What follows belongs to an exercise in optimizing a design on an open flow for small area; a production flow would make more cautious choices. Only simulation tests tie the RTL to the original design; equivalence was not proved. No activity file was given, so power comes from the tool's default toggle rates. The flow treats the clock pin as an ideal source, which a real chip does not have.

$ cat design/flow/flow/area.abc
strash
&get -n
&deepsyn -T 60
&put
balance
rewrite
refactor
balance
rewrite
rewrite -z
balance
refactor -z
rewrite -z
balance
dch -f
amap
$ cat design/flow/flow/run.sh
#!/bin/bash
# Layout flow: the standard ORFS flow (standard.sh) with three changes, all
# aimed at cell area (the timing at 20 ns has a wide margin):
#  - synthesis maps the logic with an area-oriented ABC script (flow/area.abc)
#    instead of ORFS's speed script; everything else in the synthesis is the
#    standard one (synth_recipe.tcl), so the registers are the same;
#  - port buffers are sky130_fd_sc_hd__buf_1 instead of ORFS's default pick;
#  - the clock tree uses clkbuf cells of one size with larger sink clusters and
#    no dummy loads.
# Each tool's output is in standard.log and in orfs/logs/.
set -euo pipefail
work=$(pwd)

# synthesis script: the standard one, with the ABC script swapped
cat > "$work/synth_area.tcl" <<EOT
proc abc {args} {
  set i [lsearch -exact \$args -script]
  if {\$i >= 0} { set args [lreplace \$args [expr {\$i + 1}] [expr {\$i + 1}] $work/flow/area.abc] }
  yosys abc {*}\$args
}
source $work/synth_recipe.tcl
EOT
sed "s#$work/synth_recipe.tcl#$work/synth_area.tcl#" standard.sh > standard_area.sh
grep -q "synth_area.tcl" standard_area.sh

export BUFFER_PORTS_ARGS="-buffer_cell sky130_fd_sc_hd__buf_1"
export CTS_ARGS="-sink_clustering_enable -repair_clock_nets -dont_use_dummy_load -buf_list sky130_fd_sc_hd__clkbuf_8 -sink_clustering_size 16 -sink_clustering_max_diameter 80"
bash standard_area.sh > standard.log 2>&1
$ cat design/flow/constraint.sdc
create_clock -name core_clock -period 20.0 [get_ports {clk}]
set_input_delay 4.0000 -clock core_clock [delete_from_list [all_inputs] [get_ports {clk}]]
set_output_delay 4.0000 -clock core_clock [all_outputs]
set_load 0.01 [all_outputs]
$ cat design/flow/standard.sh
#!/bin/bash
# synth_recipe.tcl (not shown) runs the flow's synth.tcl, then flattens the netlist and writes it again
# the make line also repeats each setting of config.mk as NAME=value (left out here)
make -C /OpenROAD-flow-scripts/flow DESIGN_CONFIG=/design/flow/config.mk WORK_HOME=/design/flow/orfs CLKGATE_MAP_FILE= SYNTH_SCRIPT=/design/flow/synth_recipe.tcl "${@:-finish}"
$ cat design/flow/config.mk
export PLATFORM = sky130hd
export DESIGN_NAME = gpcodec
export DESIGN_NICKNAME = gpcodec
export VERILOG_FILES = /design/flow/design.v
export SDC_FILE = /design/flow/constraint.sdc
export NUM_CORES = 4
export LEC_CHECK = 0
export CAP_MARGIN = 20
export CORE_MARGIN = 2
export CORE_UTILIZATION = 60
export PLACE_DENSITY = 0.75
export SLEW_MARGIN = 20
$ cat design/flow/design.v
module gpc_round2 (
    input  wire       clk,
    input  wire       run,         
    input  wire [7:0] f,           
    input  wire       go,          
    input  wire       sgn,         
    input  wire [7:0] expo,        
    output wire [4:0] mi,          
    input  wire       mbit,        
    output wire       shift,       
    output wire       out          
);
    wire [7:0] ip = f + ~expo;
    wire in_m = run && (ip[7:5] == 3'b101) && !(ip[4] && ip[3]);
    assign mi = ip[4:0];
    wire mb = in_m && ((ip[4:0] == 5'd23) || mbit);      
    reg       d1, d2, d3, d4;
    reg [1:0] cy;
    wire [2:0] sum = {2'b00, mb} + {2'b00, d3} + {2'b00, d4} + {1'b0, cy};
    wire       p   = sum[0];
    wire       clr = (f[7:4] == 4'd0);
    always @(posedge clk) begin
        d1 <= mb;
        d2 <= d1;
        d3 <= d2;
        d4 <= d3;
        cy <= clr ? 2'd0 : sum[2:1];
    end
    reg  pp, st, rc, sn;
    wire first = (f == 8'd53);
    wire up    = pp && (st || p);             
    wire rce   = first ? up : rc;
    wire mag   = p ^ rce;
    wire sne   = first ? 1'b0 : sn;
    always @(posedge clk) begin
        pp <= p;
        st <= clr ? 1'b0 : (st | pp);
        rc <= p & rce;
        sn <= sne | mag;
    end
    assign shift = run && (f >= 8'd53) && (f < 8'd189);
    assign out   = go && (mag ^ (sgn && sne));
endmodule
module gpcodec #(
    parameter integer CLK_KHZ = 1         
) (
    input  wire         clk,
    input  wire         rst,              
    input  wire         start,
    input  wire [7:0]   op_in,
    input  wire [1:0]   narg_in,
    input  wire [31:0]  a0_in,
    input  wire [31:0]  a1_in,
    input  wire [31:0]  a2_in,
    input  wire [4:0]   rx_sel,
    output wire         busy,
    output wire         done,
    output wire         fail,
    output wire         rvalid,
    output wire [2:0]   rkind,
    output wire [3:0]   fcode,
    output wire [31:0]  cmd,
    output wire [7:0]   rx_byte,
    output wire [5:0]   rxlen,
    output wire [7:0]   r_byte,
    output wire [15:0]  r_u16,
    output wire [8:0]   r_acc_x,
    output wire [8:0]   r_acc_y,
    output wire [8:0]   r_acc_z,
    output wire [31:0]  r_tbits,
    output wire [31:0]  r_hbits,
    output wire [135:0] r_tc100,
    output wire         r_tc100_valid,
    output wire [135:0] r_hc100,
    output wire         r_hc100_valid,
    output wire         req_valid,
    output wire [1:0]   req_kind,
    output wire [6:0]   req_addr,
    input  wire         rsp_valid,
    input  wire         rsp_last,
    input  wire         rsp_fault,
    input  wire [7:0]   rsp_data
);
    localparam [2:0] IDLE = 3'b000, DONE = 3'b001, ENGINE = 3'b010,
                     WRITING = 3'b100, SETTLE = 3'b101, AWAIT_BYTE = 3'b110,
                     AWAIT_BLOCK = 3'b111;
    localparam [2:0] K_NONE = 3'd0, K_DIGITAL = 3'd1, K_ANALOG = 3'd2, K_DISTANCE = 3'd3,
                     K_ACCEL = 3'd4, K_CLOCK = 3'd5, K_TEMP_HUM = 3'd6, K_LEDMASK = 3'd7;
    localparam [2:0] F_NONE = 3'd0, F_ILLEGAL_OP = 3'd1, F_WRITE = 3'd2, F_RDBYTE = 3'd3,
                     F_RDBLOCK = 3'd4, F_SHORT = 3'd5;
    localparam integer DLY_W0 = $clog2(600 * CLK_KHZ + 1);
    localparam integer CNT_W  = (DLY_W0 > 10) ? DLY_W0 : 10;
    localparam [7:0] OP_DREAD = 8'd1, OP_DWRITE = 8'd2, OP_AREAD = 8'd3, OP_AWRITE = 8'd4,
                     OP_PINMODE = 8'd5, OP_USREAD = 8'd7, OP_ACCREAD = 8'd20,
                     OP_CLKREAD = 8'd30, OP_DHTREAD = 8'd40, OP_LB_INIT = 8'd50,
                     OP_LB_ORIENT = 8'd51, OP_LB_LEVEL = 8'd52, OP_LB_SETONE = 8'd53,
                     OP_LB_TOGGLE = 8'd54, OP_LB_SETALL = 8'd55, OP_LB_GETALL = 8'd56;
    function automatic is_legal(input [7:0] op);
        case (op)
            OP_DREAD, OP_DWRITE, OP_AREAD, OP_AWRITE, OP_PINMODE, OP_USREAD, OP_ACCREAD,
            OP_CLKREAD, OP_DHTREAD, OP_LB_INIT, OP_LB_ORIENT, OP_LB_LEVEL, OP_LB_SETONE,
            OP_LB_TOGGLE, OP_LB_SETALL, OP_LB_GETALL: is_legal = 1'b1;
            default: is_legal = 1'b0;
        endcase
    endfunction
    function automatic is_read(input [7:0] op);
        case (op)
            OP_DREAD, OP_AREAD, OP_USREAD, OP_ACCREAD, OP_CLKREAD, OP_DHTREAD,
            OP_LB_GETALL: is_read = 1'b1;
            default: is_read = 1'b0;
        endcase
    endfunction
    function automatic [2:0] kind_of(input [7:0] op);
        case (op)
            OP_DREAD:     kind_of = K_DIGITAL;
            OP_AREAD:     kind_of = K_ANALOG;
            OP_USREAD:    kind_of = K_DISTANCE;
            OP_ACCREAD:   kind_of = K_ACCEL;
            OP_CLKREAD:   kind_of = K_CLOCK;
            OP_DHTREAD:   kind_of = K_TEMP_HUM;
            OP_LB_GETALL: kind_of = K_LEDMASK;
            default:      kind_of = K_NONE;
        endcase
    endfunction
    function automatic [9:0] delay_ms(input [7:0] op);
        case (op)
            OP_DREAD, OP_ACCREAD, OP_CLKREAD: delay_ms = 10'd100;
            OP_USREAD, OP_LB_GETALL:          delay_ms = 10'd200;
            OP_DHTREAD:                       delay_ms = 10'd600;
            default:                          delay_ms = 10'd0;
        endcase
    endfunction
    function automatic [5:0] min_len(input [7:0] op);
        case (op)
            OP_AREAD, OP_USREAD, OP_LB_GETALL: min_len = 6'd3;
            OP_ACCREAD:                        min_len = 6'd4;
            OP_DHTREAD:                        min_len = 6'd9;
            default:                           min_len = 6'd1;
        endcase
    endfunction
    function automatic [8:0] sb(input [7:0] v);
        sb = (v <= 8'd32) ? {1'b0, v} : (9'd224 - {1'b0, v});
    endfunction
    reg [2:0]       phase;
    reg [2:0]       fc;               
    reg [31:0]      cmd_r;
    reg [CNT_W-1:0] cnt;              
    reg [5:0]       len;
    reg [7:0]       rx [0:31];
    reg [271:0]     counts;           
    wire [7:0] op = cmd_r[31:24];
    assign busy      = phase[2] || (phase == ENGINE);
    assign done      = (phase == DONE);
    assign fail      = done && (fc != F_NONE);
    assign rvalid    = done && (fc == F_NONE);
    assign fcode     = {1'b0, fc};
    assign cmd       = cmd_r;
    assign req_valid = phase[2] && (phase != SETTLE);
    assign req_kind  = req_valid ? {phase[1], phase[0] | ~phase[1]} : 2'd0;
    assign req_addr  = 7'h04;
    wire accept   = start && !busy;
    wire rsp_end  = rsp_valid && rsp_last;
    wire rsp_beat = rsp_valid && !rsp_last && (phase == AWAIT_BLOCK);
    wire short    = (len < min_len(op));
    wire [7:0] enc_p0 = (narg_in > 2'd0) ? a0_in[7:0] : 8'd0;
    wire [7:0] enc_p1 = (narg_in > 2'd1) ? a1_in[7:0] : 8'd0;
    wire [7:0] enc_p2 = (op_in == OP_LB_SETALL) ? ((narg_in > 2'd1) ? a1_in[15:8] : 8'd0)
                                                : ((narg_in > 2'd2) ? a2_in[7:0]  : 8'd0);
    wire [CNT_W-1:0] settle_end = delay_ms(op) * CLK_KHZ;
    always @(posedge clk) begin
        cnt <= (accept || rsp_end) ? {CNT_W{1'b0}} : cnt + 1'b1;
        if (rst) begin
            phase <= IDLE;
        end else begin
            case (phase)
                IDLE, DONE: begin
                    if (accept) begin
                        cmd_r <= {op_in, enc_p0, enc_p1, enc_p2};
                        len   <= 6'd0;
                        if (is_legal(op_in)) begin
                            phase <= WRITING;
                            fc    <= F_NONE;
                        end else begin
                            phase <= ENGINE;
                            fc    <= F_ILLEGAL_OP;
                        end
                    end
                end
                WRITING: begin
                    if (rsp_end) begin
                        if (rsp_fault) begin
                            phase <= ENGINE;
                            fc    <= F_WRITE;
                        end else if (is_read(op)) begin
                            phase <= SETTLE;
                        end else begin
                            phase <= ENGINE;
                        end
                    end
                end
                SETTLE: begin
                    if (cnt == settle_end)
                        phase <= AWAIT_BYTE;
                end
                AWAIT_BYTE: begin
                    if (rsp_end) begin
                        if (rsp_fault) begin
                            phase <= ENGINE;
                            fc    <= F_RDBYTE;
                        end else if (op == OP_DREAD) begin
                            phase <= ENGINE;
                        end else begin
                            phase <= AWAIT_BLOCK;
                        end
                    end
                end
                AWAIT_BLOCK: begin
                    if (rsp_beat && !len[5])
                        len <= len + 1'b1;
                    if (rsp_end) begin
                        phase <= ENGINE;
                        if (rsp_fault) begin
                            fc  <= F_RDBLOCK;
                            len <= 6'd0;
                        end else if (short) begin
                            fc  <= F_SHORT;
                            len <= 6'd0;
                        end
                    end
                end
                ENGINE: begin
                    if (cnt[9:8] == 2'b10 && cnt[7:0] == 8'hFF)
                        phase <= DONE;
                end
                default: phase <= IDLE;
            endcase
        end
    end
    wire wr_byte  = (phase == AWAIT_BYTE) && rsp_end;
    wire [5:0] rot_sum = {1'b0, cnt[4:0]} + {1'b0, len[4:0]};
    wire rot      = (phase == ENGINE) &&
                    (((cnt[9:5] == 5'd0) && (len[4:0] != 5'd0) && !rot_sum[5]) ||
                     ((cnt[9:8] == 2'b10) && (cnt[7:2] == 6'd0)) ||
                     ((cnt[9:8] == 2'b10) && (cnt[7:5] == 3'b111) && (cnt[4:2] != 3'b111)));
    wire rx_shift = (rsp_beat && !len[5]) || wr_byte || rot;
    integer i;
    always @(posedge clk) begin
        if (rx_shift) begin
            for (i = 0; i < 31; i = i + 1)
                rx[i] <= rx[i + 1];
            rx[31] <= rot ? rx[0] : rsp_data;
        end
    end
    wire       engine = (phase == ENGINE);
    wire       run    = engine && (cnt[9] ^ cnt[8]);
    wire       dht_ok = (op == OP_DHTREAD) && (fc == F_NONE);
    wire       f_sgn  = rx[4][7];                 
    wire [7:0] f_exp  = {rx[4][6:0], rx[3][7]};
    wire       f_go   = dht_ok && (f_exp != 8'hFF) && (f_exp >= 8'd119);
    wire [4:0] mi;
    wire       shift, cbit;
    wire [4:0] rd_sel = engine ? {3'b000, mi[4:3] + 2'd1} : rx_sel;
    wire [7:0] rd_byte = rx[rd_sel];
    gpc_round2 u_round (
        .clk(clk), .run(run), .f(cnt[7:0]), .go(f_go), .sgn(f_sgn), .expo(f_exp),
        .mi(mi), .mbit(rd_byte[mi[2:0]]), .shift(shift), .out(cbit)
    );
    always @(posedge clk)
        if (shift)
            counts <= {cbit, counts[271:1]};
    wire [2:0] kind = rvalid ? kind_of(op) : K_NONE;
    wire k_u16 = (kind == K_ANALOG) || (kind == K_DISTANCE);
    wire k_led = (kind == K_LEDMASK);
    wire k_acc = (kind == K_ACCEL);
    wire k_th  = (kind == K_TEMP_HUM);
    wire [31:0] t_bits = {rx[4], rx[3], rx[2], rx[1]};
    wire [31:0] h_bits = {rx[8], rx[7], rx[6], rx[5]};
    assign rkind         = kind;
    assign rxlen         = len;
    assign rx_byte       = ({1'b0, rx_sel} < len) ? rd_byte : 8'd0;
    assign r_byte        = (kind == K_DIGITAL) ? rx[31] : 8'd0;
    assign r_u16         = k_u16 ? {rx[1], rx[2]} : k_led ? {rx[2], rx[1]} : 16'd0;
    assign r_acc_x       = k_acc ? sb(rx[1]) : 9'd0;
    assign r_acc_y       = k_acc ? sb(rx[2]) : 9'd0;
    assign r_acc_z       = k_acc ? sb(rx[3]) : 9'd0;
    assign r_tbits       = k_th ? t_bits : 32'd0;
    assign r_hbits       = k_th ? h_bits : 32'd0;
    assign r_tc100       = counts[135:0];
    assign r_hc100       = counts[271:136];
    assign r_tc100_valid = k_th && (t_bits[30:23] != 8'hFF);
    assign r_hc100_valid = k_th && (h_bits[30:23] != 8'hFF);
endmodule
==> metrics.log, run 1 <==
[metrics] arrival time of the worst setup path: 8.21 ns
[metrics] EDFF count, synth: 569
[metrics] WL per Instance: 25.51 um
[metrics] final worst path period need: 12.21 ns
[metrics] CP Class: in2out
[metrics] detailed-route vias per instance: 6.206
[metrics] setup repair after global routing missed its margin: no
[metrics] Clock Sink Count: 592
[metrics] startpoint of the worst setup timing path: rx_sel[2]
[metrics] # hold bufs at CTS: 0
[metrics] via count of the routed design: 15596
[metrics] critical path, cell by cell: buf_1, clkinv_1, nand4_1, nor2_1, buf_4, a222oi_1, o21ai_0, nor4_1, o21ai_0, nor4_1, nor2_1, buf_1
[metrics] endpoint of the worst setup timing path: rx_byte[3]
[metrics] CTS HTree Levels: 2
[metrics] cells on worst reg2reg path: 27
[metrics] clock root buffer master: sky130_fd_sc_hd__clkbuf_8
[metrics] FF-to-FF End: counts[271]$_DFFE_PP_
[metrics] clock buffers created by TritonCTS: 42
[metrics] CTS tree: built
[metrics] initial detailed-routing violation count: 1896
[metrics] area of the mapped netlist: 22390 sq um
[metrics] Finish-stage setup viols: 0
[metrics] via count of the first global-routing pass: 14498
[metrics] startpoint of the worst register-to-register path: rx[3][7]$_DFFE_PP_
[metrics] count of final hold-check violations: 0
[metrics] number of distinct library cells after synthesis: 49
[metrics] area overhead of the layout relative to synthesis: 15.07%
[metrics] Overflow after GRT: 0
[metrics] half-perimeter wire length after placement: 46240 um
[metrics] aggregate routed wire length: 64100 um
[metrics] RePlAce Congestion: 0.9583
[metrics] post-synthesis instance total: 1463
[metrics] placed cell count: 2466
[metrics] max incr delay on CP: 0.87 ns
[metrics] leading cell types in the layout, fill and taps excluded: 569 x sky130_fd_sc_hd__edfxtp_1, 508 x sky130_fd_sc_hd__buf_1, 205 x sky130_fd_sc_hd__nor2_1
[metrics] number of port buffers: 508
[metrics] post-route clock skew: 0.04170 ns
[metrics] transition at the pin with the smallest max-transition slack: 1.301 ns
[metrics] pin count of the biggest net entering global routing: 169
[metrics] average footprint of a synthesized cell: 15.30 sq um
[metrics] most common cell after layout, fill and taps aside: sky130_fd_sc_hd__edfxtp_1
[metrics] DIE AREA: 38870 sq um
[metrics] Cell Area, Placed: 25160 sq um
[metrics] Yosys warnings: 3
[metrics] count of nets after finishing: 2200
[metrics] post-synthesis register bit count: 592
[metrics] non-filler cells in the finished layout: 2513
[metrics] total number of placement rows: 70
[metrics] worst skew pair latency: 0.64 ns
[metrics] top achievable clock speed: 81.89 MHz
[metrics] fill cell instance count of the final layout: 2554
[metrics] kind of end point of the critical path: output port
[metrics] global-route wire length before repair: 91670 um
[metrics] antenna violations before repair: 3
[metrics] core box area: 36700 sq um
[metrics] Required @ worst endpoint: 16.00 ns
[metrics] layout cell share with drive strength beyond 1: 4.265%
[metrics] number of stages on the worst setup path: 12
[metrics] count of buffer and inverter cells on the critical path: 4
[metrics] min setup slack post-route: 7.789 ns
[metrics] post-synthesis async set-or-reset flop share: 0%
[metrics] worst-path maximum fanout: 11
[metrics] max-slew violation total from the final report: 0
[metrics] number of instances resized during post-cts repair: 0
[metrics] number of violations of the max-capacitance limit: 0
[metrics] leakage power: 0.008103 uW
[metrics] area of all placed cells without fillers: 25760 sq um
[metrics] clock-pin slew of the registers on the worst-case setup and hold paths: 0.10 ns
[metrics] Total Neg Setup Slack: 0 ns
[metrics] crit path launch type: primary input
[metrics] cell with the largest stage delay on the worst path: sky130_fd_sc_hd__nor4_1
[metrics] Cell Pwr Density: 94.69 nW/um^2
[metrics] Final Cycle Share: 61.06%
[metrics] DRC errors left: 0
[metrics] result of the run: timing/DRC/antenna clean
[metrics] worst-case headroom to the max-slew limit: 11.01%
[metrics] sequential element share of the synthesized area: 78.38%
[metrics] most used flip-flop cell after synthesis: sky130_fd_sc_hd__edfxtp_1
[metrics] VDD IR-drop max: 0.00006728 V
[metrics] length of the first detailed-routing pass in iterations: 6
[metrics] dpl ws: 7.998 ns
[metrics] Hold Crit Class: reg2reg
[metrics] R2R setup slack: 12.37 ns
[metrics] total I/O pin count: 581
[metrics] overall power after layout: 2440 uW
[metrics] top cell family by delay on the critical path: simple AND/OR/NAND/NOR gates
[metrics] total routing usage reported by global routing: 32.43%
[metrics] Clock Path Buffers: 3
[metrics] final antenna-violating net count: 0
[metrics] Die Span X: 197.2 um
[metrics] die height: 197.2 um
[metrics] number of setup buffers added after CTS: 0
[metrics] starting density of the core: 61.01%
==> cell usage after synthesis (3+ instances only) <==
cell type / count / share of area, %
sky130_fd_sc_hd__a21oi_1: 19 / 0.42
sky130_fd_sc_hd__nand4_1: 13 / 0.36
sky130_fd_sc_hd__a22o_1: 9 / 0.35
sky130_fd_sc_hd__and2_0: 4 / 0.11
sky130_fd_sc_hd__o22a_1: 8 / 0.31
sky130_fd_sc_hd__dfxtp_1: 23 / 2.1
sky130_fd_sc_hd__a32o_1: 8 / 0.36
sky130_fd_sc_hd__a221o_1: 3 / 0.13
sky130_fd_sc_hd__a211oi_1: 25 / 0.84
sky130_fd_sc_hd__nand2_1: 80 / 1.3
sky130_fd_sc_hd__a222oi_1: 10 / 0.45
sky130_fd_sc_hd__clkinv_1: 135 / 2.3
sky130_fd_sc_hd__nor4_1: 11 / 0.31
sky130_fd_sc_hd__or3_1: 15 / 0.42
sky130_fd_sc_hd__buf_4: 8 / 0.27
sky130_fd_sc_hd__nor2_1: 205 / 3.4
sky130_fd_sc_hd__fa_1: 3 / 0.27
sky130_fd_sc_hd__o2111ai_1: 12 / 0.47
sky130_fd_sc_hd__o31ai_1: 3 / 0.10
sky130_fd_sc_hd__o21ai_0: 50 / 1.1
sky130_fd_sc_hd__a221oi_1: 18 / 0.70
sky130_fd_sc_hd__o21a_1: 16 / 0.54
sky130_fd_sc_hd__or2_0: 8 / 0.22
sky130_fd_sc_hd__a2111oi_0: 11 / 0.43
sky130_fd_sc_hd__a31oi_1: 12 / 0.34
sky130_fd_sc_hd__o221ai_1: 5 / 0.20
sky130_fd_sc_hd__nand3_1: 13 / 0.29
sky130_fd_sc_hd__ha_1: 30 / 1.7
sky130_fd_sc_hd__nor2b_1: 21 / 0.59
sky130_fd_sc_hd__nor3_1: 42 / 0.94
sky130_fd_sc_hd__edfxtp_1: 569 / 76
sky130_fd_sc_hd__a22oi_1: 25 / 0.84
sky130_fd_sc_hd__o22ai_1: 26 / 0.73
==> logic make-up after synthesis <==
logic type	after synthesis	share of synthesized area, %
buffers and inverters	143	2.532
other	2	0.03355
and+or+nand+nor	420	8.305
DFF	592	78.38
AOI/OAI and AO/OA	273	8.808
adders and majority gates	33	1.945
==> through the flow <==
stage	utilization, %	hold slack (ns)
2_1_floorplan	-	0.3096
3_3_place_gp	68.55	0.3120
3_5_place_dp	68.55	0.3158
4_1_cts	70.13	0.3392
5_1_grt	70.19	0.3593
6_report	70.20	0.3401
==> power breakdown <==
| group | total [uW] | internal, uW | switching [uW] |
|---|---|---|---|
| Combinational | 299 | 75.6 | 223 |
| Sequential | 1600 | 1520 | 81.1 |
| Clock | 544 | 190 | 355 |
==> flip-flops by register name (all words and copies together), names as in the netlist <==
name / count
u_round.d2: 1
u_round.sn: 1
u_round.d3: 1
phase: 3
u_round.rc: 1
u_round.d4: 1
cnt: 10
u_round.cy: 2
len: 6
u_round.d1: 1
fc: 3
u_round.pp: 1
rx: 256
u_round.st: 1
cmd_r: 32
counts: 272
==> layer usage <==
layer | part of all wire, % | global-route usage (%) | vias to the layer above | wire, um
met5 | 0 | 0 | - | 0
met4 | 4.9 | 15.73 | 0 | 3160
met3 | 12 | 9.083 | 181 | 7606
met2 | 47 | 51.04 | 1159 | 30080
met1 | 36 | 42.12 | 7504 | 23260
li1 | - | - | 6752 | -
==> worst register-to-register path, cell delays in order (launching register included) <==
cell                       delay (ns)
sky130_fd_sc_hd__edfxtp_1        0.63
sky130_fd_sc_hd__clkinv_1        0.35
sky130_fd_sc_hd__ha_1            0.31
sky130_fd_sc_hd__fa_1            0.42
sky130_fd_sc_hd__nand2_1         0.10
sky130_fd_sc_hd__nand2_1         0.06
sky130_fd_sc_hd__a21oi_1         0.18
sky130_fd_sc_hd__nand2_1         0.08
sky130_fd_sc_hd__o21ai_0         0.17
sky130_fd_sc_hd__clkinv_1        0.13
sky130_fd_sc_hd__ha_1            0.29
sky130_fd_sc_hd__nand2_1         0.06
sky130_fd_sc_hd__o22ai_1         0.41
sky130_fd_sc_hd__clkinv_1        0.45
sky130_fd_sc_hd__nand2_1         0.47
sky130_fd_sc_hd__o21ai_0         0.14
sky130_fd_sc_hd__nor4_1          0.87
sky130_fd_sc_hd__o31ai_1         0.17
sky130_fd_sc_hd__nor4_1          0.24
sky130_fd_sc_hd__nor3_1          0.18
sky130_fd_sc_hd__ha_1            0.32
sky130_fd_sc_hd__fa_1            0.49
sky130_fd_sc_hd__o21ai_0         0.20
sky130_fd_sc_hd__a21oi_1         0.10
sky130_fd_sc_hd__ha_1            0.32
sky130_fd_sc_hd__nor2_1          0.10
sky130_fd_sc_hd__a21oi_1         0.05
sky130_fd_sc_hd__nor3_1          0.17
==> cell type report <==
class / count / area, sq um / area share (%)
clock buffer: 42 / 578.1 / 2.244
tap: 468 / 585.6 / 2.273
sequential: 592 / 17550 / 68.11
antenna: 5 / 12.51 / 0.04857
timing repair buffer: 537 / 2145 / 8.324
inverter: 135 / 506.7 / 1.967
multi-input combinational: 734 / 4388 / 17.03
==> worst min-delay path by stage <==
stage | from | endpoint | slack [ns] | depth (start not counted)
5_1_grt | u_round.d2$_DFF_P_ | u_round.d3$_DFF_P_ | 0.36 | 0
3_3_place_gp | u_round.d1$_DFF_P_ | u_round.d2$_DFF_P_ | 0.31 | 0
2_1_floorplan | u_round.d1$_DFF_P_ | u_round.d2$_DFF_P_ | 0.31 | 0
3_5_place_dp | u_round.d1$_DFF_P_ | u_round.d2$_DFF_P_ | 0.32 | 0
4_1_cts | u_round.d1$_DFF_P_ | u_round.d2$_DFF_P_ | 0.34 | 0
6_report | u_round.d1$_DFF_P_ | u_round.d2$_DFF_P_ | 0.34 | 0
==> run 2: changes to the inputs <==
--- a/design/flow/design.v
+++ b/design/flow/design.v
@@ -147,5 +147,6 @@
     reg [CNT_W-1:0] cnt;              
     reg [5:0]       len;
-    reg [7:0]       rx [0:31];
+    reg [7:0]       rxn [0:31];       
+    wire [7:0]      rx [0:31];
     reg [271:0]     counts;           
     wire [7:0] op = cmd_r[31:24];
@@ -245,9 +246,15 @@
     wire rx_shift = (rsp_beat && !len[5]) || wr_byte || rot;
     integer i;
+    genvar k;
+    generate
+        for (k = 0; k < 32; k = k + 1) begin : g_rx
+            assign rx[k] = ~rxn[k];
+        end
+    endgenerate
     always @(posedge clk) begin
         if (rx_shift) begin
             for (i = 0; i < 31; i = i + 1)
-                rx[i] <= rx[i + 1];
-            rx[31] <= rot ? rx[0] : rsp_data;
+                rxn[i] <= rxn[i + 1];
+            rxn[31] <= rot ? rxn[0] : ~rsp_data;
         end
     end
==> metrics.log, run 2 <==
[metrics] number of setup buffers added after CTS: 0
[metrics] count of nets after finishing: 2128
[metrics] length of the first detailed-routing pass in iterations: 9
[metrics] combinational family with the most area after synthesis: simple AND/OR/NAND/NOR gates
[metrics] DIE AREA: 38380 sq um
[metrics] post-synthesis compound-gate area fraction: 8.160%
[metrics] Die Span X: 195.9 um
[metrics] cell internal power dissipation: 1798 uW
[metrics] clock buffers created by TritonCTS: 42
[metrics] Diodes inserted: 0
[metrics] number of instances resized during post-cts repair: 0
[metrics] top achievable clock speed: 86.66 MHz
[metrics] worst-path maximum fanout: 16
[metrics] RePlAce Congestion: 0.9694
[metrics] sequential fraction of design power: 66.5%
[metrics] transition at the pin with the smallest max-transition slack: 1.176 ns
[metrics] aggregate routed wire length: 64840 um
[metrics] half-perimeter wire length after placement: 45390 um
[metrics] number of distinct library cells after synthesis: 42
[metrics] Total Neg Setup Slack: 0 ns
[metrics] post-synthesis async set-or-reset flop share: 0%
[metrics] setup repair after global routing missed its margin: no
[metrics] non-filler cells in the finished layout: 2436
[metrics] Cell Pwr Density: 98.54 nW/um^2
[metrics] post-synthesis xor/xnor area fraction: 0.03964%
[metrics] detailed-route vias per instance: 6.288
[metrics] crit path launch type: primary input
[metrics] top cell family by delay on the critical path: simple AND/OR/NAND/NOR gates
[metrics] result of the run: timing/DRC/antenna clean
[metrics] net switching fraction of the power: 27.67%
[metrics] initial detailed-routing violation count: 1924
[metrics] total routing usage reported by global routing: 32.68%
[metrics] Clock Sink Count: 592
[metrics] post-route worst hold slack: 0.3365 ns
[metrics] Cell Area, Placed: 24650 sq um
[metrics] Required @ worst endpoint: 16.00 ns
[metrics] post-synthesis register bit count: 592
[metrics] EDFF count, synth: 569
[metrics] post-synthesis instance total: 1411
[metrics] Final Cycle Share: 57.70%
[metrics] # hold bufs at CTS: 0
[metrics] Largest Register: counts
[metrics] Overflow after GRT: 0
[metrics] global-route wire length before repair: 90620 um
[metrics] synthesized-area fraction occupied by adder cells: 1.971%
[metrics] most numerous cell types in the synthesized netlist: 569 x sky130_fd_sc_hd__edfxtp_1, 202 x sky130_fd_sc_hd__nor2_1, 131 x sky130_fd_sc_hd__o22ai_1
[metrics] arrival time of the worst setup path: 7.54 ns
[metrics] cell with the largest stage delay on the worst path: sky130_fd_sc_hd__nand4_1
[metrics] count of buffer and inverter cells on the critical path: 3
[metrics] cell accounting for the most synthesized area: sky130_fd_sc_hd__edfxtp_1
[metrics] kind of end point of the critical path: output port
[metrics] Comb power frac: 11.3%
[metrics] area share of the largest cell type after synthesis: 77.33%
[metrics] max-slew violation total from the final report: 0
[metrics] die height: 195.9 um
[metrics] max incr delay on CP: 0.78 ns
[metrics] DRC errors left: 0
[metrics] proportion of power drawn by the clock network: 22.2%
[metrics] Hold Crit Class: reg2reg
[metrics] critical path, cell by cell: buf_1, clkinv_1, nand4_1, nor2_1, nor4_1, o2111ai_1, o31ai_1, o221a_1, nor2_1, buf_1
[metrics] final worst path period need: 11.54 ns
[metrics] Yosys warnings: 3
[metrics] via count of the first global-routing pass: 14073
[metrics] area of the mapped netlist: 22090 sq um
[metrics] CTS tree: built
[metrics] net switching power: 688.1 uW
[metrics] starting density of the core: 60.64%
[metrics] multiplexer area fraction after synthesis: 0%
[metrics] core box area: 36430 sq um
[metrics] biggest registers after layout: counts (272), rxn (256), cmd_r (32)
[metrics] Synth Area in Simple Gates: 8.511%
[metrics] worst-case headroom to the max-slew limit: 20.86%
[metrics] placed cell count: 2393
[metrics] clock root buffer master: sky130_fd_sc_hd__clkbuf_8
[metrics] count of final hold-check violations: 0
[metrics] area overhead of the layout relative to synthesis: 14.20%
[metrics] Clock Path Buffers: 3
[metrics] antenna violations before repair: 1
[metrics] Largest register FFs: 272
[metrics] most common cell in the synthesized netlist: sky130_fd_sc_hd__edfxtp_1
[metrics] Finish-stage setup viols: 0
[metrics] WL per Instance: 26.62 um
[metrics] number of port buffers: 508
[metrics] total I/O pin count: 581
[metrics] main area contributors after synthesis: sky130_fd_sc_hd__edfxtp_1 77%, sky130_fd_sc_hd__o22ai_1 3.7%, sky130_fd_sc_hd__nor2_1 3.4%
[metrics] leading cell types in the layout, fill and taps excluded: 569 x sky130_fd_sc_hd__edfxtp_1, 508 x sky130_fd_sc_hd__buf_1, 202 x sky130_fd_sc_hd__nor2_1
[metrics] most used flip-flop cell after synthesis: sky130_fd_sc_hd__edfxtp_1
[metrics] sequential element share of the synthesized area: 79.42%
[metrics] pin count of the biggest net entering global routing: 202
[metrics] layout cell share with drive strength beyond 1: 2.744%
[metrics] clock-pin slew of the registers on the worst-case setup and hold paths: 0.10 ns
[metrics] fill cell instance count of the final layout: 2525
[metrics] VDD IR-drop max: 0.00007383 V
[metrics] post-route clock skew: 0.06548 ns
[metrics] average footprint of a synthesized cell: 15.66 sq um
[metrics] area of all placed cells without fillers: 25230 sq um
[metrics] most common cell after layout, fill and taps aside: sky130_fd_sc_hd__edfxtp_1
[metrics] CP Class: in2out
[metrics] via count of the routed design: 15318
[metrics] final antenna-violating net count: 0
[metrics] worst skew pair latency: 0.65 ns
[metrics] number of violations of the max-capacitance limit: 0
[metrics] leakage power: 0.007935 uW
[metrics] total number of placement rows: 70
[metrics] CTS HTree Levels: 2
[run 2: changes by cell type after synthesis, sizes merged, moves of 16 or more]
cell	previous run	this run
nand2	80	47
o22ai	26	131
o21ai	50	31
nor4	11	29
a221oi	18	2
clkinv	135	94
a22oi	25	0
[run 2: layout make-up]
type,instances,area [sq um],area share [%]
repair buffers,517,1999,7.924
flip-flops and latches,592,17550,69.54
clock buffers,42,578.1,2.291
inverters,94,352.8,1.398
well taps,468,585.6,2.321
multi-input cells,723,4170,16.53
[run 2: worst paths after layout]
path                  startpoint                     to  slack [ns]  depth (start not counted)
min           u_round.d1$_DFF_P_     u_round.d2$_DFF_P_        0.34                          0
max reg2reg  rxn[3][7]$_DFFE_PP_  counts[271]$_DFFE_PP_       12.88                         25
max                    rx_sel[4]             rx_byte[7]        8.46                         10
min reg2reg   u_round.d1$_DFF_P_     u_round.d2$_DFF_P_        0.34                          0
[run 2: cell families after synthesis]
group	Yosys count
DFF	592
and+or+nand+nor	407
AOI/OAI and AO/OA	274
buffers and inverters	102
adders and majority gates	33
other	2
xor gates and xnor gates	1
[run 2: worst reg2reg max path, delay by kind of cell, from the launching register on]
kind                     cells  cell delay (ns)
AO/OA/AOI/OAI                8             1.55
flip-flops                   1             0.70
XOR/XNOR                     1             0.30
buffers and inverters        1             0.08
adder cells (fa/ha/maj)      6             2.08
AND/OR/NAND/NOR              9             2.14
[run 2: routing by layer]
| metal | vias to the layer above | global-route usage, % | wire (um) |
|---|---|---|---|
| met4 | 2 | 9.933 | 2142 |
| met5 | - | 0 | 13 |
| met3 | 152 | 10.09 | 8507 |
| li1 | 6576 | - | - |
| met2 | 1152 | 51.29 | 30310 |
| met1 | 7436 | 44.64 | 23860 |
[run 2: metrics by stage]
stage               power, uW  setup slack (ns)  utilization [%]
finish                   2486             8.460            69.25
global route             2560             8.335            69.25
CTS                      2478             8.690            69.23
detailed placement       1943             8.735            67.65
global placement         1930             8.762            67.65
floorplan                1861             3.048                -
[run 2: power groups by stage]
stage	registers (uW)	logic (uW)	clock network (uW)
2_1_floorplan	1680	179	0
3_3_place_gp	1670	265	0
3_5_place_dp	1670	272	0
4_1_cts	1640	273	560
5_1_grt	1660	305	598
6_report	1650	282	552
==> run 3: changes to the inputs <==
--- a/design/flow/flow/run.sh
+++ b/design/flow/flow/run.sh
@@ -25,4 +25,4 @@
 
 export BUFFER_PORTS_ARGS="-buffer_cell sky130_fd_sc_hd__buf_1"
-export CTS_ARGS="-sink_clustering_enable -repair_clock_nets -dont_use_dummy_load -buf_list sky130_fd_sc_hd__clkbuf_8 -sink_clustering_size 16 -sink_clustering_max_diameter 80"
+export CTS_ARGS="-sink_clustering_enable -repair_clock_nets -dont_use_dummy_load -buf_list sky130_fd_sc_hd__clkbuf_8 -sink_clustering_size 14 -sink_clustering_max_diameter 70"
 bash standard_area.sh > standard.log 2>&1
==> metrics.log, run 3 <==
[metrics] result of the run: timing/DRC/antenna clean
[metrics] Required @ worst endpoint: 16.00 ns
[metrics] Max Used Layer: met4
[metrics] worst hold path startpoint: u_round.d1$_DFF_P_
[metrics] pin count of the biggest net entering global routing: 202
[metrics] detailed-route vias per instance: 6.306
[metrics] Clock Sink Count: 592
[metrics] initial detailed-routing violation count: 1899
[metrics] sequential fraction of design power: 65.7%
[metrics] amount of wire on met2 after detailed routing: 30180 um
[metrics] worst-case headroom to the max-slew limit: 18.57%
[metrics] CTS tree: built
[metrics] post-route clock skew: 0.06334 ns
[metrics] cells on worst reg2reg path: 25
[metrics] post-synthesis instance total: 1411
[metrics] core box area: 36430 sq um
[metrics] hold path depth: 0
[metrics] leading cell types in the layout, fill and taps excluded: 569 x sky130_fd_sc_hd__edfxtp_1, 508 x sky130_fd_sc_hd__buf_1, 202 x sky130_fd_sc_hd__nor2_1
[metrics] number of violations of the max-capacitance limit: 0
[metrics] max-slew violation total from the final report: 0
[metrics] metal1 wirelength: 23570 um
[metrics] crit path launch type: primary input
[metrics] sequential element share of the synthesized area: 79.42%
[metrics] FF-to-FF End: counts[271]$_DFFE_PP_
[metrics] EDFF count, synth: 569
[metrics] count of nets after finishing: 2134
[metrics] most common cell in the synthesized netlist: sky130_fd_sc_hd__edfxtp_1
[metrics] arrival time of the worst setup path: 7.45 ns
[metrics] starting density of the core: 60.64%
[metrics] cell internal power dissipation: 1823 uW
[metrics] Largest register FFs: 272
[metrics] R2R setup slack: 12.88 ns
[metrics] via count of the first global-routing pass: 14161
[metrics] post-route worst hold slack: 0.2899 ns
[metrics] top achievable clock speed: 87.30 MHz
[metrics] Synth Area in Simple Gates: 8.511%
[metrics] clock-pin slew of the registers on the worst-case setup and hold paths: 0.09 ns
[metrics] number of port buffers: 508
[metrics] # hold bufs at CTS: 0
[metrics] RePlAce Congestion: 0.9694
[metrics] Overflow after GRT: 0
[metrics] clock buffers created by TritonCTS: 48
[metrics] Clock Path Buffers: 3
[metrics] post-synthesis register bit count: 592
[metrics] synthesized-area fraction occupied by adder cells: 1.971%
[metrics] final worst path period need: 11.45 ns
[metrics] Largest Register: counts
[metrics] layout cell share with drive strength beyond 1: 3.040%
[metrics] antenna violations before repair: 0
[metrics] die height: 195.9 um
[metrics] total routing usage reported by global routing: 32.68%
[metrics] WL per Instance: 26.46 um
[metrics] length of the first detailed-routing pass in iterations: 8
[metrics] most common cell after layout, fill and taps aside: sky130_fd_sc_hd__edfxtp_1
[metrics] Total Neg Setup Slack: 0 ns
[metrics] Comb power frac: 11.2%
[metrics] post-synthesis async set-or-reset flop share: 0%
[metrics] Die Span X: 195.9 um
[metrics] Cell Pwr Density: 99.31 nW/um^2
[metrics] post-synthesis xor/xnor area fraction: 0.03964%
[metrics] total number of placement rows: 70
[metrics] cell accounting for the most synthesized area: sky130_fd_sc_hd__edfxtp_1
[metrics] proportion of power drawn by the clock network: 23.0%
[metrics] half-perimeter wire length after placement: 45390 um
[metrics] Final Cycle Share: 57.27%
[metrics] routed length on met3: 8720 um
[metrics] biggest registers after layout: counts (272), rxn (256), cmd_r (32)
[metrics] post-synthesis compound-gate area fraction: 8.160%
[metrics] Hold EP: u_round.d2$_DFF_P_
[metrics] number of instances resized during post-cts repair: 0
[metrics] most used flip-flop cell after synthesis: sky130_fd_sc_hd__edfxtp_1
[metrics] worst-path maximum fanout: 16
[metrics] number of distinct library cells after synthesis: 42
[metrics] global-route wire length before repair: 90690 um
[metrics] number of setup buffers added after CTS: 0
[metrics] Yosys warnings: 3
[metrics] worst skew pair latency: 0.66 ns
[metrics] count of final hold-check violations: 0
[metrics] CP Class: in2out
[metrics] area overhead of the layout relative to synthesis: 14.59%
[metrics] startpoint of the worst register-to-register path: rxn[3][7]$_DFFE_PP_
[metrics] CTS HTree Levels: 2
[metrics] leakage power: 0.007978 uW
[metrics] area of the mapped netlist: 22090 sq um
[metrics] kind of end point of the critical path: output port
[metrics] most numerous cell types in the synthesized netlist: 569 x sky130_fd_sc_hd__edfxtp_1, 202 x sky130_fd_sc_hd__nor2_1, 131 x sky130_fd_sc_hd__o22ai_1
[metrics] multiplexer area fraction after synthesis: 0%
[metrics] Hold Crit Class: reg2reg
[metrics] main area contributors after synthesis: sky130_fd_sc_hd__edfxtp_1 77%, sky130_fd_sc_hd__o22ai_1 3.7%, sky130_fd_sc_hd__nor2_1 3.4%
[metrics] final antenna-violating net count: 0
[metrics] combinational family with the most area after synthesis: simple AND/OR/NAND/NOR gates
[metrics] transition at the pin with the smallest max-transition slack: 1.210 ns
[metrics] aggregate routed wire length: 64640 um
[metrics] average footprint of a synthesized cell: 15.66 sq um
[metrics] DRC errors left: 0
[metrics] area share of the largest cell type after synthesis: 77.33%
[metrics] clock root buffer master: sky130_fd_sc_hd__clkbuf_8
[metrics] setup repair after global routing missed its margin: no
[metrics] via count of the routed design: 15405
[metrics] net switching fraction of the power: 27.47%
[metrics] net switching power: 690.7 uW
[metrics] total I/O pin count: 581
[metrics] DIE AREA: 38380 sq um
[metrics] Finish-stage setup viols: 0
[metrics] VDD IR-drop max: 0.00009885 V
## run 3: power groups by stage
stage / registers [uW] / clock network [uW] / logic (uW)
2_1_floorplan: 1680 / 0 / 179
6_report: 1650 / 579 / 283
3_5_place_dp: 1670 / 0 / 272
5_1_grt: 1660 / 628 / 304
4_1_cts: 1650 / 591 / 273
3_3_place_gp: 1670 / 0 / 265
## run 3: worst max path at each step
stage,startpoint,end,slack (ns),cells after the start
2_1_floorplan,rsp_last,rxn[0][0]$_DFFE_PP_,3.05,2
5_1_grt,rx_sel[4],rx_byte[2],8.36,11
3_5_place_dp,rx_sel[4],rx_byte[7],8.73,10
3_3_place_gp,rx_sel[4],rx_byte[7],8.76,10
4_1_cts,rx_sel[4],rx_byte[7],8.69,10
6_report,rx_sel[2],rx_byte[7],8.55,9
## run 3: routing by layer
layer  GRT usage, %  up-vias
li1               -     6586
met1          44.17     7485
met2          51.47     1169
met3          10.42      165
met4          10.07        0
met5              0        -
## run 3: per-stage QoR
step	cells	power (uW)	utilization [%]	setup WS, ns	area, sq um
floorplan	1417	1861	-	3.048	22120
global placement	2393	1930	67.65	8.762	24650
detailed placement	2393	1943	67.65	8.735	24650
CTS	2441	2509	69.46	8.690	25310
global route	2442	2590	69.48	8.358	25320
finish	2443	2514	69.49	8.545	25320
## run 3: cells by family (layout without fill, tap and decap cells)
family          after synthesis  after routing
flops                       592            592
buf+inv                     102            659
other cells                   2              9
fa+ha+maj                    33             33
simple gates                407            407
compound gates              274            274
xor+xnor                      1              1
## run 3: worst max-delay path, cell delays in order
cell	delay [ns]
sky130_fd_sc_hd__buf_1	0.46
sky130_fd_sc_hd__clkinv_1	0.49
sky130_fd_sc_hd__nand4_1	0.75
sky130_fd_sc_hd__o22ai_1	0.19
sky130_fd_sc_hd__or4_1	0.55
sky130_fd_sc_hd__o31ai_1	0.32
sky130_fd_sc_hd__o221a_1	0.43
sky130_fd_sc_hd__nor2_1	0.10
sky130_fd_sc_hd__buf_1	0.15
## run 3: final cells by class
cell class / instances / area, sq um
timing repair buffer: 517 / 1999
fill: 2509 / 11120
antenna: 1 / 2.502
tap: 468 / 585.6
sequential: 592 / 17550
clock buffer: 48 / 660.6
inverter: 94 / 352.8
multi-input combinational: 723 / 4170
==> run 4: changes to the inputs <==
--- a/design/flow/flow/run.sh
+++ b/design/flow/flow/run.sh
@@ -25,4 +25,4 @@
 
 export BUFFER_PORTS_ARGS="-buffer_cell sky130_fd_sc_hd__buf_1"
-export CTS_ARGS="-sink_clustering_enable -repair_clock_nets -dont_use_dummy_load -buf_list sky130_fd_sc_hd__clkbuf_8 -sink_clustering_size 14 -sink_clustering_max_diameter 70"
+export CTS_ARGS="-sink_clustering_enable -repair_clock_nets -dont_use_dummy_load -buf_list sky130_fd_sc_hd__clkbuf_16 -sink_clustering_size 30 -sink_clustering_max_diameter 120"
 bash standard_area.sh > standard.log 2>&1
--- a/design/flow/config.mk
+++ b/design/flow/config.mk
@@ -6,7 +6,7 @@
 export NUM_CORES = 4
 export LEC_CHECK = 0
-export CAP_MARGIN = 20
+export CAP_MARGIN = 0
 export CORE_MARGIN = 2
 export CORE_UTILIZATION = 60
 export PLACE_DENSITY = 0.75
-export SLEW_MARGIN = 20
+export SLEW_MARGIN = 0
==> metrics.log, run 4 <==
[metrics] proportion of power drawn by the clock network: 22.3%
[metrics] Finish-stage setup viols: 0
[metrics] core box area: 36430 sq um
[metrics] met1 routing resource usage after global routing: 43.89%
[metrics] clock-pin slew of the registers on the worst-case setup and hold paths: 0.11 ns
[metrics] leading cell types in the layout, fill and taps excluded: 569 x sky130_fd_sc_hd__edfxtp_1, 508 x sky130_fd_sc_hd__buf_1, 202 x sky130_fd_sc_hd__nor2_1
[metrics] net switching power: 671.4 uW
[metrics] top achievable clock speed: 87.00 MHz
[metrics] total number of placement rows: 70
[metrics] setup repair after global routing missed its margin: no
[metrics] met2 track demand over resource in global routing: 51.84%
[metrics] area share of the largest cell type after synthesis: 77.33%
[metrics] most common cell in the synthesized netlist: sky130_fd_sc_hd__edfxtp_1
[metrics] biggest registers after layout: counts (272), rxn (256), cmd_r (32)
[metrics] net switching fraction of the power: 26.98%
[metrics] result of the run: timing/DRC/antenna clean
[metrics] post-synthesis register bit count: 592
[metrics] count of nets after finishing: 2108
[metrics] Yosys warnings: 3
[metrics] fill cell instance count of the final layout: 2521
[metrics] crit path launch type: primary input
[metrics] via count of the first global-routing pass: 13958
[metrics] leakage power: 0.007908 uW
[metrics] die height: 195.9 um
[metrics] VDD IR-drop max: 0.00007475 V
[metrics] number of instances resized during post-cts repair: 0
[metrics] most used flip-flop cell after synthesis: sky130_fd_sc_hd__edfxtp_1
[metrics] starting density of the core: 60.64%
[metrics] Clock Path Buffers: 3
[metrics] layer carrying the most global-route usage: met2
[metrics] aggregate routed wire length: 64170 um
[metrics] layout cell share with drive strength beyond 1: 1.694%
[metrics] average footprint of a synthesized cell: 15.66 sq um
[metrics] length of the first detailed-routing pass in iterations: 8
[metrics] post-route clock skew: 0.05127 ns
[metrics] global-route wire length before repair: 89850 um
[metrics] clock root buffer master: sky130_fd_sc_hd__clkbuf_16
[metrics] RePlAce Congestion: 0.9694
[metrics] initial detailed-routing violation count: 1783
[metrics] worst-case headroom to the max-slew limit: 22.05%
[metrics] number of distinct library cells after synthesis: 42
[metrics] via count of the routed design: 15261
[metrics] post-synthesis async set-or-reset flop share: 0%
[metrics] area overhead of the layout relative to synthesis: 14.16%
[metrics] count of final hold-check violations: 0
[metrics] Largest Register: counts
[metrics] most numerous cell types in the synthesized netlist: 569 x sky130_fd_sc_hd__edfxtp_1, 202 x sky130_fd_sc_hd__nor2_1, 131 x sky130_fd_sc_hd__o22ai_1
[metrics] final worst path period need: 11.49 ns
[metrics] # hold bufs at CTS: 0
[metrics] Die Span X: 195.9 um
[metrics] main area contributors after synthesis: sky130_fd_sc_hd__edfxtp_1 77%, sky130_fd_sc_hd__o22ai_1 3.7%, sky130_fd_sc_hd__nor2_1 3.4%
[metrics] clock buffers created by TritonCTS: 23
[metrics] DRC errors left: 0
[metrics] number of setup buffers added after CTS: 0
[metrics] arrival time of the worst setup path: 7.49 ns
[metrics] Overflow after GRT: 0
[metrics] overall power after layout: 2488 uW
[metrics] antenna violations before repair: 0
[metrics] Cell Pwr Density: 98.64 nW/um^2
[metrics] Hold Crit Class: reg2reg
[metrics] post-synthesis instance total: 1411
[metrics] half-perimeter wire length after placement: 45390 um
[metrics] worst-path maximum fanout: 16
[metrics] Total Neg Setup Slack: 0 ns
[metrics] area of the mapped netlist: 22090 sq um
[metrics] sequential fraction of design power: 66.4%
[metrics] number of violations of the max-capacitance limit: 0
[metrics] final antenna-violating net count: 0
[metrics] kind of end point of the critical path: output port
[metrics] total I/O pin count: 581
[metrics] cell accounting for the most synthesized area: sky130_fd_sc_hd__edfxtp_1
[metrics] max-slew violation total from the final report: 0
[metrics] WL per Instance: 26.56 um
[metrics] Largest register FFs: 272
[metrics] met3 usage: 8.681%
[metrics] Required @ worst endpoint: 16.00 ns
[metrics] EDFF count, synth: 569
[metrics] DIE AREA: 38380 sq um
[metrics] cell internal power dissipation: 1817 uW
[metrics] Diodes inserted: 0
[metrics] sequential element share of the synthesized area: 79.42%
[metrics] CP Class: in2out
[metrics] Final Cycle Share: 57.47%
[metrics] transition at the pin with the smallest max-transition slack: 1.162 ns
[metrics] detailed-route vias per instance: 6.317
[metrics] Clock Sink Count: 592
[metrics] CTS tree: built
[metrics] most common cell after layout, fill and taps aside: sky130_fd_sc_hd__edfxtp_1
[metrics] total routing usage reported by global routing: 32.12%
[metrics] worst skew pair latency: 0.58 ns
[metrics] number of port buffers: 508
[metrics] pin count of the biggest net entering global routing: 202
[metrics] CTS HTree Levels: 1
[metrics] Comb power frac: 11.3%
-- run 4: through the flow --
stage | worst slack (ns) | area, sq um | cells | hold slack, ns | utilization (%)
after floorplan | 3.048 | 22120 | 1417 | 0.3096 | -
after global placement | 8.762 | 24650 | 2393 | 0.3125 | 67.65
after detailed placement | 8.735 | 24650 | 2393 | 0.3146 | 67.65
after CTS | 8.690 | 25220 | 2416 | 0.2950 | 69.23
after global routing | 8.335 | 25220 | 2416 | 0.3071 | 69.23
final | 8.506 | 25220 | 2416 | 0.3019 | 69.23
-- run 4: power by group through the flow --
stage	Clock, uW	Sequential, uW	Combinational [uW]
floorplan	0	1680	179
finish	554	1650	281
detailed placement	0	1670	272
global placement	0	1670	265
CTS	559	1640	273
global route	592	1660	304
-- run 4: path summary, 6_finish.rpt --
check | start | cells after the start | end | slack (ns)
hold reg to reg | u_round.d2$_DFF_P_ | 0 | u_round.d3$_DFF_P_ | 0.30
setup reg to reg | rxn[3][7]$_DFFE_PP_ | 25 | counts[271]$_DFFE_PP_ | 12.86
setup / recovery | rx_sel[4] | 10 | rx_byte[7] | 8.51
hold / removal | u_round.d2$_DFF_P_ | 0 | u_round.d3$_DFF_P_ | 0.30
-- run 4: cell families (layout without fill, tap and decap cells) --
logic type / after synthesis / count (layout) / synth area share (%)
AOI/OAI and AO/OA: 274 / 274 / 8.160
xor gates and xnor gates: 1 / 1 / 0.03965
adders and majority gates: 33 / 33 / 1.971
buffers and inverters: 102 / 633 / 1.869
DFF: 592 / 592 / 79.42
other: 2 / 8 / 0.03399
and+or+nand+nor: 407 / 407 / 8.511
-- run 4: layer usage --
layer  vias to the layer above  routed length (um)  part of all wire, %
li1                       6541                   -                    -
met1                      7450               23470                   37
met2                      1131               30370                   47
met3                       139                8246                   13
met4                         0                2083                  3.2
met5                         -                   0                    0
-- run 4: cell type report --
type / instances / area [sq um] / area share [%]
tap: 468 / 585.6 / 2.322
inverter: 94 / 352.8 / 1.399
multi-input combinational: 723 / 4170 / 16.53
timing repair buffer: 516 / 1992 / 7.897
sequential: 592 / 17550 / 69.57
clock buffer: 23 / 575.6 / 2.282
-- run 4: worst max-delay path, cell delays in order --
cell                        delay, ns
sky130_fd_sc_hd__buf_1           0.47
sky130_fd_sc_hd__clkinv_1        0.51
sky130_fd_sc_hd__nand4_1         0.78
sky130_fd_sc_hd__nor2_1          0.08
sky130_fd_sc_hd__nor4_1          0.45
sky130_fd_sc_hd__o2111ai_1       0.19
sky130_fd_sc_hd__o31ai_1         0.33
sky130_fd_sc_hd__o221a_1         0.43
sky130_fd_sc_hd__nor2_1          0.10
sky130_fd_sc_hd__buf_1           0.15
==> run 5: changes to the inputs <==
--- a/design/flow/design.v
+++ b/design/flow/design.v
@@ -170,5 +170,8 @@
     wire [CNT_W-1:0] settle_end = delay_ms(op) * CLK_KHZ;
     always @(posedge clk) begin
-        cnt <= (accept || rsp_end) ? {CNT_W{1'b0}} : cnt + 1'b1;
+        if (accept || rsp_end)
+            cnt <= (phase == AWAIT_BLOCK) ? {{(CNT_W-5){1'b0}}, len[4:0]} : {CNT_W{1'b0}};
+        else
+            cnt <= cnt + 1'b1;
         if (rst) begin
             phase <= IDLE;
@@ -239,7 +242,6 @@
     end
     wire wr_byte  = (phase == AWAIT_BYTE) && rsp_end;
-    wire [5:0] rot_sum = {1'b0, cnt[4:0]} + {1'b0, len[4:0]};
     wire rot      = (phase == ENGINE) &&
-                    (((cnt[9:5] == 5'd0) && (len[4:0] != 5'd0) && !rot_sum[5]) ||
+                    (((cnt[9:5] == 5'd0) && (cnt[4:0] != 5'd0) && (len[4:0] != 5'd0)) ||
                      ((cnt[9:8] == 2'b10) && (cnt[7:2] == 6'd0)) ||
                      ((cnt[9:8] == 2'b10) && (cnt[7:5] == 3'b111) && (cnt[4:2] != 3'b111)));
--- a/design/flow/flow/run.sh
+++ b/design/flow/flow/run.sh
@@ -25,4 +25,4 @@
 
 export BUFFER_PORTS_ARGS="-buffer_cell sky130_fd_sc_hd__buf_1"
-export CTS_ARGS="-sink_clustering_enable -repair_clock_nets -dont_use_dummy_load -buf_list sky130_fd_sc_hd__clkbuf_16 -sink_clustering_size 30 -sink_clustering_max_diameter 120"
+export CTS_ARGS="-sink_clustering_enable -repair_clock_nets -dont_use_dummy_load -buf_list sky130_fd_sc_hd__clkbuf_8 -sink_clustering_size 14 -sink_clustering_max_diameter 70"
 bash standard_area.sh > standard.log 2>&1
--- a/design/flow/config.mk
+++ b/design/flow/config.mk
@@ -6,7 +6,7 @@
 export NUM_CORES = 4
 export LEC_CHECK = 0
-export CAP_MARGIN = 0
+export CAP_MARGIN = 20
 export CORE_MARGIN = 2
 export CORE_UTILIZATION = 60
 export PLACE_DENSITY = 0.75
-export SLEW_MARGIN = 0
+export SLEW_MARGIN = 20
==> metrics.log, run 5 <==
[metrics] main area contributors after synthesis: sky130_fd_sc_hd__edfxtp_1 78%, sky130_fd_sc_hd__o22ai_1 3.7%, sky130_fd_sc_hd__nor2_1 3.3%
[metrics] Hold Crit Class: reg2reg
[metrics] post-synthesis register bit count: 592
[metrics] initial detailed-routing violation count: 2009
[metrics] FF-to-FF End: counts[271]$_DFFE_PP_
[metrics] number of port buffers: 508
[metrics] synthesized-area fraction occupied by adder cells: 1.749%
[metrics] final worst path period need: 11.49 ns
[metrics] cells on worst reg2reg path: 22
[metrics] max incr delay on CP: 0.81 ns
[metrics] Total Neg Setup Slack: 0 ns
[metrics] aggregate routed wire length: 61900 um
[metrics] Clock Sink Count: 592
[metrics] worst hold path startpoint: u_round.d2$_DFF_P_
[metrics] Final Cycle Share: 57.46%
[metrics] layout cell share with drive strength beyond 1: 3.204%
[metrics] Die Span X: 195.6 um
[metrics] cell with the largest stage delay on the worst path: sky130_fd_sc_hd__a21oi_1
[metrics] Clock Path Buffers: 3
[metrics] max-slew violation total from the final report: 0
[metrics] placed cell count: 2385
[metrics] post-synthesis xor/xnor area fraction: 0%
[metrics] CTS HTree Levels: 2
[metrics] RePlAce Congestion: 0.9537
[metrics] post-route clock skew: 0.04348 ns
[metrics] kind of end point of the critical path: output port
[metrics] Required @ worst endpoint: 16.00 ns
[metrics] CTS tree: built
[metrics] critical path, cell by cell: buf_1, clkinv_1, nand2_1, nor2_1, a21oi_1, o21ai_0, nor4_1, o2111ai_1, a222oi_1, nor2_1, buf_1
[metrics] Diodes inserted: 0
[metrics] cell accounting for the most synthesized area: sky130_fd_sc_hd__edfxtp_1
[metrics] count of buffer and inverter cells on the critical path: 3
[metrics] Synth Area in Simple Gates: 8.068%
[metrics] length of the first detailed-routing pass in iterations: 6
[metrics] core box area: 36350 sq um
[metrics] Yosys warnings: 3
[metrics] startpoint of the worst register-to-register path: rxn[3][7]$_DFFE_PP_
[metrics] overall power after layout: 2175 uW
[metrics] worst skew pair latency: 0.65 ns
[metrics] clock-pin slew of the registers on the worst-case setup and hold paths: 0.09 ns
[metrics] worst-case headroom to the max-slew limit: 18.36%
[metrics] area overhead of the layout relative to synthesis: 14.83%
[metrics] number of violations of the max-capacitance limit: 0
[metrics] top achievable clock speed: 87.01 MHz
[metrics] top cell family by delay on the critical path: compound AO/OA/AOI/OAI gates
[metrics] arrival time of the worst setup path: 7.49 ns
[metrics] most common cell after layout, fill and taps aside: sky130_fd_sc_hd__edfxtp_1
[metrics] detailed-route vias per instance: 6.292
[metrics] worst-path maximum fanout: 8
[metrics] sequential element share of the synthesized area: 79.63%
[metrics] Finish-stage setup viols: 0
[metrics] Hold EP: u_round.d3$_DFF_P_
[metrics] multiplexer area fraction after synthesis: 0%
[metrics] crit path launch type: primary input
[metrics] result of the run: timing/DRC/antenna clean
[metrics] leakage power: 0.007048 uW
[metrics] total I/O pin count: 581
[metrics] total routing usage reported by global routing: 31.54%
[metrics] transition at the pin with the smallest max-transition slack: 1.219 ns
[metrics] setup repair after global routing missed its margin: no
[metrics] die height: 195.6 um
[metrics] # hold bufs at CTS: 0
[metrics] EDFF count, synth: 569
[metrics] post-synthesis instance total: 1401
[metrics] leading cell types in the layout, fill and taps excluded: 569 x sky130_fd_sc_hd__edfxtp_1, 508 x sky130_fd_sc_hd__buf_1, 194 x sky130_fd_sc_hd__nor2_1
[metrics] non-filler cells in the finished layout: 2434
[metrics] most common cell in the synthesized netlist: sky130_fd_sc_hd__edfxtp_1
[metrics] average footprint of a synthesized cell: 15.73 sq um
[metrics] half-perimeter wire length after placement: 44350 um
[metrics] combinational family with the most area after synthesis: compound AO/OA/AOI/OAI gates
[metrics] Overflow after GRT: 0
[metrics] Cell Pwr Density: 85.94 nW/um^2
[metrics] number of distinct library cells after synthesis: 42
[metrics] via count of the routed design: 15314
[metrics] DRC errors left: 0
[metrics] starting density of the core: 60.63%
[metrics] post-synthesis compound-gate area fraction: 8.648%
[metrics] area share of the largest cell type after synthesis: 77.54%
[metrics] count of nets after finishing: 2122
[metrics] R2R setup slack: 12.73 ns
[metrics] CP Class: in2out
[metrics] final antenna-violating net count: 0
[metrics] most numerous cell types in the synthesized netlist: 569 x sky130_fd_sc_hd__edfxtp_1, 194 x sky130_fd_sc_hd__nor2_1, 132 x sky130_fd_sc_hd__o22ai_1
[metrics] WL per Instance: 25.43 um
[metrics] Largest register FFs: 272
[metrics] number of setup buffers added after CTS: 0
[metrics] count of final hold-check violations: 0
[metrics] most used flip-flop cell after synthesis: sky130_fd_sc_hd__edfxtp_1
[metrics] area of the mapped netlist: 22040 sq um
[metrics] antenna violations before repair: 0
[metrics] total number of placement rows: 70
[metrics] biggest registers after layout: counts (272), rxn (256), cmd_r (32)
[metrics] clock buffers created by TritonCTS: 48
[metrics] DIE AREA: 38280 sq um
[metrics] hold path depth: 0
[metrics] number of instances resized during post-cts repair: 0
[metrics] pin count of the biggest net entering global routing: 185
[metrics] Largest Register: counts
[metrics] post-synthesis async set-or-reset flop share: 0%
[metrics] via count of the first global-routing pass: 14099
[metrics] post-route worst hold slack: 0.3347 ns
[metrics] VDD IR-drop max: 0.00006005 V
[metrics] clock root buffer master: sky130_fd_sc_hd__clkbuf_8
[metrics] global-route wire length before repair: 88740 um
-- run 5: changes by cell type after synthesis, sizes merged, moves of 4 or more --
cell    before  now
a211oi      24   20
a21oi       21   29
ha          30   26
nand2       47   52
nand4       14    3
nor2       202  194
nor3        40   28
o21a        19   13
o221ai       6   10
o22a         4    9
or2          5   21
or3         27   19
-- run 5: routing by layer --
layer | vias up | track usage (%) | wire [um]
met1 | 7518 | 43.71 | 23480
met4 | 0 | 10.91 | 1913
met3 | 133 | 7.323 | 7308
li1 | 6559 | - | -
met5 | - | 0 | 0
met2 | 1104 | 49.97 | 29200
-- run 5: cells by family (layout without fill, tap and decap cells) --
| logic type | Yosys count | in the layout |
|---|---|---|
| fa+ha+maj | 29 | 29 |
| compound gates | 288 | 288 |
| other cells | 2 | 8 |
| flops | 592 | 592 |
| buf+inv | 102 | 661 |
| simple gates | 388 | 388 |
-- run 5: layout make-up --
class | count | area, sq um
Sequential cell | 592 | 17550
Fill cell | 2461 | 11040
Multi-Input combinational cell | 713 | 4135
Timing Repair Buffer | 519 | 2022
Clock buffer | 48 | 660.6
Tap cell | 468 | 585.6
Inverter | 94 | 352.8
-- run 5: metrics by stage --
stage	util (%)	area, sq um	setup slack [ns]
2_1_floorplan	-	22060	3.294
3_3_place_gp	67.72	24610	8.900
3_5_place_dp	67.72	24610	8.785
4_1_cts	69.54	25280	8.780
5_1_grt	69.61	25300	8.397
6_report	69.61	25300	8.507
-- run 5: worst max path at each step --
stage                     startpoint                  end  slack (ns)  cells after the start
6_report                   rx_sel[2]           rx_byte[6]        8.51                     11
5_1_grt                    rx_sel[2]           rx_byte[6]        8.40                     11
4_1_cts                    rx_sel[2]           rx_byte[6]        8.78                     11
3_5_place_dp               rx_sel[2]           rx_byte[6]        8.78                     11
3_3_place_gp               rx_sel[2]           rx_byte[6]        8.90                     11
2_1_floorplan  phase[1]$_SDFFE_PP0P_  counts[0]$_DFFE_PP_        3.29                      5
-- run 5: power by group --
part	internal [uW]	switching, uW	leakage [uW]	total [uW]
sequential	1410	45.3	0.00461	1460
clock	215	359	0.000345	573
combinational	41.5	102	0.00210	144
total	1670	506	0.00705	2170

re-timing with driven ports:
No port has a modelled driver above. Below, the same layouts with a new extraction and two added sets of constraints.
Step 1 (the two cells are an assumption about what drives the block):
set clk [get_ports {clk}]
set_driving_cell -lib_cell sky130_fd_sc_hd__clkbuf_16 $clk
set_driving_cell -lib_cell sky130_fd_sc_hd__buf_2 [delete_from_list [all_inputs] $clk]
Step 2 also shifts input and output timing later by t, the mid clock arrival at the registers, as if the neighbouring blocks saw the same clock.
Three values: ideal, step 1, step 2; two values: the first two.
run	t (ns)	setup WS [ns]	latest minus earliest clock arrival (ns)	worst slew at a driven data input, ns
run 1	0.674	7.789 / 7.668 / 7.668	0.052 / 0.052	0.13
run 2	0.669	8.460 / 8.426 / 8.426	0.074 / 0.073	0.05
run 3	0.674	8.545 / 8.516 / 8.516	0.065 / 0.066	0.05
run 4	0.613	8.506 / 8.469 / 8.469	0.053 / 0.053	0.05
run 5	0.685	8.507 / 8.450 / 8.450	0.043 / 0.044	0.12
After both steps setup and hold are still met in every run listed. The setup slack of run 1, which loses most, moves by -0.121 ns with the drivers and by -0.121 ns with both steps.
